Source: an optimization exercise on an open RTL-to-GDS flow (aim: small area, a short achievable clock period and few clock cycles per item). Production flows keep margins and buffers that such runs may drop.
Where RTL was checked, it was by simulation tests only, not by an equivalence proof against the original.

==> flow/design.v <==
module sm3_core (
    input  wire         clk,
    input  wire         rst,         
    input  wire         start_i,
    input  wire         first_i,
    input  wire [511:0] block_i,     
    output wire         ready_o,
    output reg          done_o,
    output wire [255:0] digest_o     
);
    localparam integer NR = 1;               
    localparam integer NC = 64 / NR;         
    localparam integer CW = (NC > 32) ? 6 : (NC > 16) ? 5 : (NC > 8) ? 4 : 3;
    localparam [255:0] IV = {32'h7380166F, 32'h4914B2B9, 32'h172442D7, 32'hDA8A0600,
                             32'hA96F30BC, 32'h163138AA, 32'hE38DEE4D, 32'hB0FB0E4E};
    localparam [31:0]  T0 = 32'h79CC4519;
    localparam [31:0]  T1 = 32'h7A879D8A;
    function [31:0] p0;
        input [31:0] x;
        begin
            p0 = x ^ {x[22:0], x[31:23]} ^ {x[14:0], x[31:15]};
        end
    endfunction
    function [31:0] p1;
        input [31:0] x;
        begin
            p1 = x ^ {x[16:0], x[31:17]} ^ {x[8:0], x[31:9]};
        end
    endfunction
    function [31:0] add32;
        input [31:0] x, y;
        reg   [31:0] g, p;
        integer i, d;
        begin
            g = x & y;
            p = x ^ y;
            for (d = 1; d < 32; d = d * 2)
                for (i = 0; i < 32; i = i + 1)
                    if (i & d) begin
                        g[i] = g[i] | (p[i] & g[(i & ~(d - 1)) - 1]);
                        p[i] = p[i] & p[(i & ~(d - 1)) - 1];
                    end
            add32 = x ^ y ^ {g[30:0], 1'b0};
        end
    endfunction
    function [31:0] add32t;
        input [31:0] x, y, z;
        reg   [31:0] g, p;
        integer i, d;
        begin
            g = (y & x & ~z) | (~y & x & z);
            p = (y & (x | ~z)) | (~y & (x | z));
            for (d = 1; d < 32; d = d * 2)
                for (i = 0; i < 32; i = i + 1)
                    if (i & d) begin
                        g[i] = g[i] | (p[i] & g[(i & ~(d - 1)) - 1]);
                        p[i] = p[i] & p[(i & ~(d - 1)) - 1];
                    end
            add32t = (x ^ z) ^ (y ^ {g[30:0], 1'b0});
        end
    endfunction
    function [31:0] ktab;
        input [5:0] j;
        reg   [63:0] t2;
        begin
            t2   = (j < 6'd16) ? {T0, T0} : {T1, T1};
            t2   = t2 << j[4:0];
            ktab = t2[63:32];
        end
    endfunction
    reg              busy_q;                 
    reg              rdy_q;                  
    reg              rdyo_q;                 
    reg  [CW-1:0]    cnt_q;                  
    reg              cv_q;                   
    reg              rcv_q;                  
    reg              rncv_q;                 
    reg              vf_q;                   
    reg  [255:0]     v_q;                    
    reg  [255:0]     s_q;                    
    reg  [511:0]     w_q;                    
    reg  [32*NR-1:0] k_q;                    
    reg              early_q;                
    wire [31:0] wv [0:15+NR];                
    genvar gi;
    generate
        for (gi = 0; gi < 16; gi = gi + 1) begin : g_wv
            assign wv[gi] = w_q[511-32*gi -: 32];
        end
        for (gi = 16; gi < 16 + NR; gi = gi + 1) begin : g_wx
            assign wv[gi] = p1(wv[gi-16] ^ wv[gi-9] ^ {wv[gi-3][16:0], wv[gi-3][31:17]})
                            ^ {wv[gi-13][24:0], wv[gi-13][31:25]} ^ wv[gi-6];
        end
    endgenerate
    wire [31:0] ra [0:NR], rb [0:NR], rc [0:NR], rd [0:NR];
    wire [31:0] re [0:NR], rf [0:NR], rg [0:NR], rh [0:NR];
    assign {ra[0], rb[0], rc[0], rd[0], re[0], rf[0], rg[0], rh[0]} = s_q;
    generate
        for (gi = 0; gi < NR; gi = gi + 1) begin : g_rnd
            wire [5:0]  j     = NR * cnt_q + gi;    
            wire        early = early_q;
            wire [31:0] a12   = {ra[gi][19:0], ra[gi][31:20]};
            wire [31:0] kj    = k_q[32*NR-1-32*gi -: 32];
            wire [31:0] s0s   = a12 ^ re[gi] ^ kj;
            wire [31:0] s0c   = (a12 & re[gi]) | (a12 & kj) | (re[gi] & kj);
            wire [31:0] sst   = add32(s0s, {s0c[30:0], 1'b0});
            wire [31:0] ss1   = {sst[24:0], sst[31:25]};
            wire [31:0] ss2   = ss1 ^ a12;
            wire [31:0] ff    = early ? (ra[gi] ^ rb[gi] ^ rc[gi])
                                      : ((ra[gi] & rb[gi]) | (ra[gi] & rc[gi]) | (rb[gi] & rc[gi]));
            wire [31:0] gg    = early ? (re[gi] ^ rf[gi] ^ rg[gi])
                                      : ((re[gi] & rf[gi]) | (~re[gi] & rg[gi]));
            wire [31:0] wp    = wv[gi] ^ wv[gi+4];
            wire [31:0] t1s   = ff ^ rd[gi] ^ wp;
            wire [31:0] t1c   = {((ff & rd[gi]) | (ff & wp) | (rd[gi] & wp)), 1'b0};
            wire [31:0] x1    = add32(t1s, t1c);
            wire [31:0] tt1   = add32t(x1, ss1, a12);    
            wire [31:0] t2s   = gg ^ rh[gi] ^ wv[gi];
            wire [31:0] t2c   = {((gg & rh[gi]) | (gg & wv[gi]) | (rh[gi] & wv[gi])), 1'b0};
            wire [31:0] x2    = add32(t2s, t2c);
            wire [31:0] tt2   = add32t(x2, ss1, 32'd0);  
            assign ra[gi+1] = tt1;
            assign rb[gi+1] = ra[gi];
            assign rc[gi+1] = {rb[gi][22:0], rb[gi][31:23]};
            assign rd[gi+1] = rc[gi];
            assign re[gi+1] = p0(tt2);
            assign rf[gi+1] = re[gi];
            assign rg[gi+1] = {rf[gi][12:0], rf[gi][31:13]};
            assign rh[gi+1] = rg[gi];
        end
    endgenerate
    wire [255:0] s_next = {ra[NR], rb[NR], rc[NR], rd[NR], re[NR], rf[NR], rg[NR], rh[NR]};
    wire [511:0] w_next;
    generate
        if (NR < 16) begin : g_wsh
            assign w_next[511:32*NR] = w_q[511-32*NR:0];
        end
        for (gi = 0; gi < NR; gi = gi + 1) begin : g_wn
            assign w_next[32*NR-1-32*gi -: 32] = wv[16+gi];
        end
    endgenerate
    wire [5:0]       j_next = busy_q ? NR * (cnt_q + 1'b1) : 6'd0;
    wire [32*NR-1:0] k_next;
    generate
        for (gi = 0; gi < NR; gi = gi + 1) begin : g_kn
            assign k_next[32*NR-1-32*gi -: 32] = ktab(j_next + gi);
        end
    endgenerate
    wire         last   = busy_q & (cnt_q == NC - 1);
    wire         acc    = start_i & rdy_q;
    wire         sel_iv = first_i | ~cv_q;           
    wire         ld_v   = rcv_q & ~first_i;          
    wire         ld_iv  = rncv_q | (rdy_q & first_i);  
    wire [255:0] v_use  = vf_q ? IV : v_q;
    wire         busy_n = ~rst & (acc | (busy_q & ~last));
    wire         rdy_n  = rst | (~acc & (rdy_q | last));
    wire         cv_n   = ~rst & (cv_q | acc);
    assign ready_o  = rdyo_q;
    assign digest_o = v_q;
    always @(posedge clk) begin
        s_q <= ({256{busy_q}} & s_next) | ({256{ld_v}} & v_q) | ({256{ld_iv}} & IV);
        w_q <= ({512{busy_q}} & w_next) | ({512{rdy_q}} & block_i);
        if (last)
            v_q <= v_use ^ s_next;
        k_q <= k_next;
        early_q <= (j_next < 6'd16);
        busy_q <= busy_n;
        rdy_q  <= rdy_n;
        rdyo_q <= ~busy_n;
        cv_q   <= cv_n;
        rcv_q  <= rdy_n & cv_n;
        rncv_q <= rdy_n & ~cv_n;
        if (rst) begin
            cnt_q  <= {CW{1'b0}};
            done_o <= 1'b0;
        end else begin
            done_o <= last;
            if (busy_q)
                cnt_q <= cnt_q + 1'b1;
            if (acc)
                vf_q   <= sel_iv;
        end
    end
endmodule
Settings: LEC_CHECK=0, ABC_AREA=1, CAP_MARGIN=20, CORE_MARGIN=2, CORE_UTILIZATION=40, PLACE_DENSITY=0.6, SLEW_MARGIN=20; clock period 20.0 ns.
standard.sh (not shown) runs the stock make flow with config.mk's settings and CLKGATE_MAP_FILE= SYNTH_SCRIPT=/design/flow/synth_recipe.tcl, a recipe that flattens the netlist after the stock synthesis.
==> flow/flow/run.sh <==
#!/bin/bash
# Layout flow: the standard ORFS flow (standard synthesis unchanged),
# with each input and output port buffered by a small buf_1 cell instead of
# the delay buffer the placer picks by default, and a clock tree without
# dummy balancing loads.
set -euo pipefail
cd "$(dirname "$0")/.."
bash standard.sh "BUFFER_PORTS_ARGS=-buffer_cell sky130_fd_sc_hd__buf_1" \
  "CTS_ARGS=-sink_clustering_enable -repair_clock_nets -dont_use_dummy_load -buf_list sky130_fd_sc_hd__clkbuf_8 -root_buf sky130_fd_sc_hd__clkbuf_16 -sink_clustering_size 16 -sink_clustering_max_diameter 50" \
  finish > flow_make.log 2>&1
Change:
--- a/flow/design.v
+++ b/flow/design.v
@@ -43,22 +43,6 @@
             add32 = x ^ y ^ {g[30:0], 1'b0};
         end
     endfunction
-    function [31:0] add32t;
-        input [31:0] x, y, z;
-        reg   [31:0] g, p;
-        integer i, d;
-        begin
-            g = (y & x & ~z) | (~y & x & z);
-            p = (y & (x | ~z)) | (~y & (x | z));
-            for (d = 1; d < 32; d = d * 2)
-                for (i = 0; i < 32; i = i + 1)
-                    if (i & d) begin
-                        g[i] = g[i] | (p[i] & g[(i & ~(d - 1)) - 1]);
-                        p[i] = p[i] & p[(i & ~(d - 1)) - 1];
-                    end
-            add32t = (x ^ z) ^ (y ^ {g[30:0], 1'b0});
-        end
-    endfunction
     function [31:0] ktab;
         input [5:0] j;
         reg   [63:0] t2;
@@ -80,7 +64,6 @@
     reg  [255:0]     s_q;                    
     reg  [511:0]     w_q;                    
     reg  [32*NR-1:0] k_q;                    
-    reg              early_q;                
     wire [31:0] wv [0:15+NR];                
     genvar gi;
     generate
@@ -98,7 +81,7 @@
     generate
         for (gi = 0; gi < NR; gi = gi + 1) begin : g_rnd
             wire [5:0]  j     = NR * cnt_q + gi;    
-            wire        early = early_q;
+            wire        early = (j < 6'd16);
             wire [31:0] a12   = {ra[gi][19:0], ra[gi][31:20]};
             wire [31:0] kj    = k_q[32*NR-1-32*gi -: 32];
             wire [31:0] s0s   = a12 ^ re[gi] ^ kj;
@@ -113,12 +96,14 @@
             wire [31:0] wp    = wv[gi] ^ wv[gi+4];
             wire [31:0] t1s   = ff ^ rd[gi] ^ wp;
             wire [31:0] t1c   = {((ff & rd[gi]) | (ff & wp) | (rd[gi] & wp)), 1'b0};
-            wire [31:0] x1    = add32(t1s, t1c);
-            wire [31:0] tt1   = add32t(x1, ss1, a12);    
+            wire [31:0] u1s   = t1s ^ t1c ^ ss2;
+            wire [31:0] u1c   = {((t1s & t1c) | (t1s & ss2) | (t1c & ss2)), 1'b0};
+            wire [31:0] tt1   = add32(u1s, u1c);
             wire [31:0] t2s   = gg ^ rh[gi] ^ wv[gi];
             wire [31:0] t2c   = {((gg & rh[gi]) | (gg & wv[gi]) | (rh[gi] & wv[gi])), 1'b0};
-            wire [31:0] x2    = add32(t2s, t2c);
-            wire [31:0] tt2   = add32t(x2, ss1, 32'd0);  
+            wire [31:0] u2s   = t2s ^ t2c ^ ss1;
+            wire [31:0] u2c   = {((t2s & t2c) | (t2s & ss1) | (t2c & ss1)), 1'b0};
+            wire [31:0] tt2   = add32(u2s, u2c);
             assign ra[gi+1] = tt1;
             assign rb[gi+1] = ra[gi];
             assign rc[gi+1] = {rb[gi][22:0], rb[gi][31:23]};
@@ -163,7 +148,6 @@
         if (last)
             v_q <= v_use ^ s_next;
         k_q <= k_next;
-        early_q <= (j_next < 6'd16);
         busy_q <= busy_n;
         rdy_q  <= rdy_n;
         rdyo_q <= ~busy_n;
Final cell count went down by 9.6%.
Routed wire length falls by 0.52%.
Design area shrinks by 4.7%.
Global-route usage came out higher by 1.8 points.
Critical path depth went down by 5.
Count of clock-buffer cells in the layout goes up by 16.
Synthesized cell count falls by 12%.
Testbench counts after the change, summed over its fixed seeds: cycles 83,208, items 1,280.
The RTL of the first run of this note was laid out without a check of its function.

-- re-timing with driven ports --
No port has a modelled driver above. Below, the same layouts with a new extraction and two added sets of constraints. Step 1, drivers: a clkbuf_16 drives clk and a buf_2 each remaining input, both assumed. Step 2 adds t to the input delays and takes it off the output delays; t is the mean of the earliest and latest rising clock arrival at the registers after step 1. Input paths then give back, and output paths get back, about the clock's delay inside the block. Slacks: ideal ports / drivers / drivers and shift; pairs: ideal ports / drivers.
run | t, ns | slack for setup (ns) | worst hold slack (ns) | clock arrival spread, ns | worst data-port slew with drivers (ns)
the first run | 0.769 | 13.323 / 13.323 / 13.323 | 0.419 / 0.419 / 0.419 | 0.117 / 0.117 | 0.16
the second run | 0.802 | 13.365 / 13.365 / 13.266 | 0.388 / 0.388 / 0.388 | 0.130 / 0.130 | 0.15
After both steps every run listed still meets setup and hold. For the second run, which loses most, drivers alone change the setup slack by 0.000 ns; drivers and shift together by -0.099 ns.
